What follows belongs to an exercise in optimizing a design on an open flow for small area, a short achievable clock period and few clock cycles; a production flow would make more cautious choices.
At most, simulation tests tie the RTL to the original design; equivalence was not proved.
Power figures rest on the tool's default switching activity, not on a simulated workload.

## lane 1
// ieee488_engine
module ieee488_engine (
    input  wire       clk,
    input  wire       rst,           
    input  wire [4:0] cfg_address,   
    input  wire       atn_in,
    input  wire       dav_in,
    input  wire       ndac_in,
    input  wire       nrfd_in,
    input  wire       eoi_in,
    input  wire       ifc_in,
    input  wire [7:0] data_in,
    output reg        dav_drv,
    output reg        eoi_drv,
    output reg        ndac_drv,
    output reg        nrfd_drv,
    output wire [7:0] data_out,
    output wire       data_talk,     
    output wire       ctrl_talk,     
    output wire       ext_req,
    output wire [3:0] ext_op,
    output wire [3:0] ext_sa,
    output wire [7:0] ext_wdata,
    input  wire       ext_ack,
    input  wire       ext_ok,
    input  wire [7:0] ext_rdata,
    input  wire       ext_last,
    input  wire       ext_eoi,
    output wire [5:0] cmd_len,
    input  wire [4:0] cmd_raddr,
    output wire [7:0] cmd_rdata
);
For scale: ~1,100 cells after synthesis, about 310 flip-flops, roughly 83 I/O pins, about 0.014 sq mm of cells after synthesis.
export LEC_CHECK = 0
export CAP_MARGIN = 20
export CORE_MARGIN = 2
export CORE_UTILIZATION = 40
export CTS_BUF_LIST = sky130_fd_sc_hd__clkbuf_8
export CTS_CLUSTER_DIAMETER = 60
export CTS_CLUSTER_SIZE = 12
export SETUP_SLACK_MARGIN = 2.0
export SLEW_MARGIN = 20
export SYNTH_HIERARCHICAL = 1
export SYNTH_MINIMUM_KEEP_SIZE = 0
create_clock -name core_clock -period 5.0 [get_ports {clk}]
run.sh (not shown) runs the stock make flow with config.mk's settings and CLKGATE_MAP_FILE= SYNTH_SCRIPT=/design/flow/synth_recipe.tcl, a recipe that flattens the netlist after the stock synthesis.
Every stage of the flow completed for lane 1, and the final layout passed the timing, design-rule and antenna checks.
### lane 1 -> lane 2
--- a/flow/design.v
+++ b/flow/design.v
@@ -83,50 +83,49 @@
     wire [1:0] ra_lo_n;
     wire [2:0] ra_hi_n;
     ieee488_rd_inv u_ilo0 (.a(cmd_raddr[0]), .y(ra_lo_n[0]));
     ieee488_rd_inv u_ilo1 (.a(cmd_raddr[1]), .y(ra_lo_n[1]));
     ieee488_rd_inv u_ihi0 (.a(cmd_raddr[2]), .y(ra_hi_n[0]));
     ieee488_rd_inv u_ihi1 (.a(cmd_raddr[3]), .y(ra_hi_n[1]));
     ieee488_rd_inv u_ihi2 (.a(cmd_raddr[4]), .y(ra_hi_n[2]));
     wire [3:0] rd_lo [0:3];
-    wire [7:0] rd_hi [0:1];
-    genvar gb, gg, gk, gc;
+    wire [7:0] rd_hi;
+    genvar gb, gg, gk;
     generate
-        for (gc = 0; gc < 4; gc = gc + 1) begin : g_lo
-            ieee488_rd_nor2 u_l0 (.a(cmd_raddr[1]), .b(cmd_raddr[0]), .y(rd_lo[gc][0]));
-            ieee488_rd_nor2 u_l1 (.a(cmd_raddr[1]), .b(ra_lo_n[0]),   .y(rd_lo[gc][1]));
-            ieee488_rd_nor2 u_l2 (.a(ra_lo_n[1]),   .b(cmd_raddr[0]), .y(rd_lo[gc][2]));
-            ieee488_rd_nor2 u_l3 (.a(ra_lo_n[1]),   .b(ra_lo_n[0]),   .y(rd_lo[gc][3]));
+        for (gb = 0; gb < 4; gb = gb + 1) begin : g_lo
+            ieee488_rd_nor2 u_l0 (.a(cmd_raddr[1]), .b(cmd_raddr[0]), .y(rd_lo[gb][0]));
+            ieee488_rd_nor2 u_l1 (.a(cmd_raddr[1]), .b(ra_lo_n[0]),   .y(rd_lo[gb][1]));
+            ieee488_rd_nor2 u_l2 (.a(ra_lo_n[1]),   .b(cmd_raddr[0]), .y(rd_lo[gb][2]));
+            ieee488_rd_nor2 u_l3 (.a(ra_lo_n[1]),   .b(ra_lo_n[0]),   .y(rd_lo[gb][3]));
         end
-        for (gc = 0; gc < 2; gc = gc + 1) begin : g_hic
-            for (gg = 0; gg < 8; gg = gg + 1) begin : g_hi
-                ieee488_rd_nor3 u_h (
-                    .a(gg[2] ? ra_hi_n[2] : cmd_raddr[4]),
-                    .b(gg[1] ? ra_hi_n[1] : cmd_raddr[3]),
-                    .c(gg[0] ? ra_hi_n[0] : cmd_raddr[2]),
-                    .y(rd_hi[gc][gg]));
-            end
+        for (gg = 0; gg < 8; gg = gg + 1) begin : g_hi
+            ieee488_rd_nor3 u_h (
+                .a(gg[2] ? ra_hi_n[2] : cmd_raddr[4]),
+                .b(gg[1] ? ra_hi_n[1] : cmd_raddr[3]),
+                .c(gg[0] ? ra_hi_n[0] : cmd_raddr[2]),
+                .y(rd_hi[gg]));
         end
         for (gb = 0; gb < 8; gb = gb + 1) begin : g_rd
             wire [3:0] lo = rd_lo[gb / 2];
-            wire [7:0] hi = rd_hi[gb / 4];
-            wire [7:0] grp;      
+            wire [7:0] grp;
             wire [3:0] pair_n;
             for (gg = 0; gg < 8; gg = gg + 1) begin : g_grp
                 wire [3:0] t;
                 for (gk = 0; gk < 4; gk = gk + 1) begin : g_w
-                    ieee488_rd_nand3 u_t (.a(command_buffer[4*gg+gk][gb]),
-                                          .b(lo[gk]), .c(hi[gg]), .y(t[gk]));
+                    ieee488_rd_nand2 u_t (.a(command_buffer[4*gg+gk][gb]),
+                                          .b(lo[gk]), .y(t[gk]));
                 end
                 ieee488_rd_nand4 u_n (.a(t[0]), .b(t[1]), .c(t[2]), .d(t[3]),
                                       .y(grp[gg]));
             end
             for (gk = 0; gk < 4; gk = gk + 1) begin : g_pair
-                ieee488_rd_nor2 u_p (.a(grp[2*gk]), .b(grp[2*gk+1]), .y(pair_n[gk]));
+                ieee488_rd_aoi22 u_p (
+                    .a(grp[2*gk]),   .b(rd_hi[2*gk]),
+                    .c(grp[2*gk+1]), .d(rd_hi[2*gk+1]), .y(pair_n[gk]));
             end
             ieee488_rd_nand4 u_o (.a(pair_n[0]), .b(pair_n[1]), .c(pair_n[2]),
                                   .d(pair_n[3]), .y(cmd_rdata[gb]));
         end
     endgenerate
     wire atn_event = atn_prev & ~atn_in;
     wire ifc_now   = ifc_received | ~ifc_in;           
     wire abort_any = atn_received | ifc_now;           
@@ -463,15 +462,19 @@
     assign y = ~a;
 endmodule
 module ieee488_rd_nor2 (input wire a, input wire b, output wire y);
     assign y = ~(a | b);
 endmodule
 module ieee488_rd_nor3 (input wire a, input wire b, input wire c, output wire y);
     assign y = ~(a | b | c);
 endmodule
-module ieee488_rd_nand3 (input wire a, input wire b, input wire c, output wire y);
-    assign y = ~(a & b & c);
+module ieee488_rd_nand2 (input wire a, input wire b, output wire y);
+    assign y = ~(a & b);
 endmodule
 module ieee488_rd_nand4 (input wire a, input wire b, input wire c, input wire d,
                          output wire y);
     assign y = ~(a & b & c & d);
 endmodule
+module ieee488_rd_aoi22 (input wire a, input wire b, input wire c, input wire d,
+                         output wire y);
+    assign y = ~((a & b) | (c & d));
+endmodule
Against lane 1, lane 2 comes in 48 lower on final cell count.
Lane 2 vs. lane 1: worst-case setup margin in the final layout went up by 0.17 ns.
The post-synthesis average cell area of lane 2 and that of lane 1 are within noise of each other.
Of lane 1 and lane 2, the run reporting the higher synthesized cell count was lane 1.
Lane 2 against lane 1: worst stage delay on the critical path now larger; effective utilization at floorplan now smaller; sum of internal, switching and leakage power now smaller; register-to-register slack now larger.
Testbench counts of lane 2, summed over its fixed seeds: cycles 28,704.
Function not checked in lane 1: the RTL went through the layout flow alone.

## static timing again, ports no longer ideal
The results above use ideal ports. As a check the final layouts listed here were re-extracted and re-timed, cells and wires unchanged.
Step 1 (the two cells are an assumption about what drives the block):
set clk [get_ports {clk}]
set_driving_cell -lib_cell sky130_fd_sc_hd__clkbuf_16 $clk
set_driving_cell -lib_cell sky130_fd_sc_hd__buf_2 [delete_from_list [all_inputs] $clk]
Step 2, shift: input delay + t, output delay - t, t = (earliest + latest rising clock arrival at the registers) / 2. This alone moves slack from input paths to output paths.
Slacks: ideal ports / drivers / drivers and shift; pairs: ideal ports / drivers.
run	shift t [ns]	slack for setup (ns)	clock arrival spread, ns
lane 1	0.580	1.521 / 1.466 / 1.466	0.052 / 0.051
lane 2	0.639	1.688 / 1.565 / 1.503	0.034 / 0.034
After both steps every run listed still meets setup and hold. The setup slack of lane 2, which loses most, moves by -0.123 ns with the drivers and by -0.185 ns with both steps.
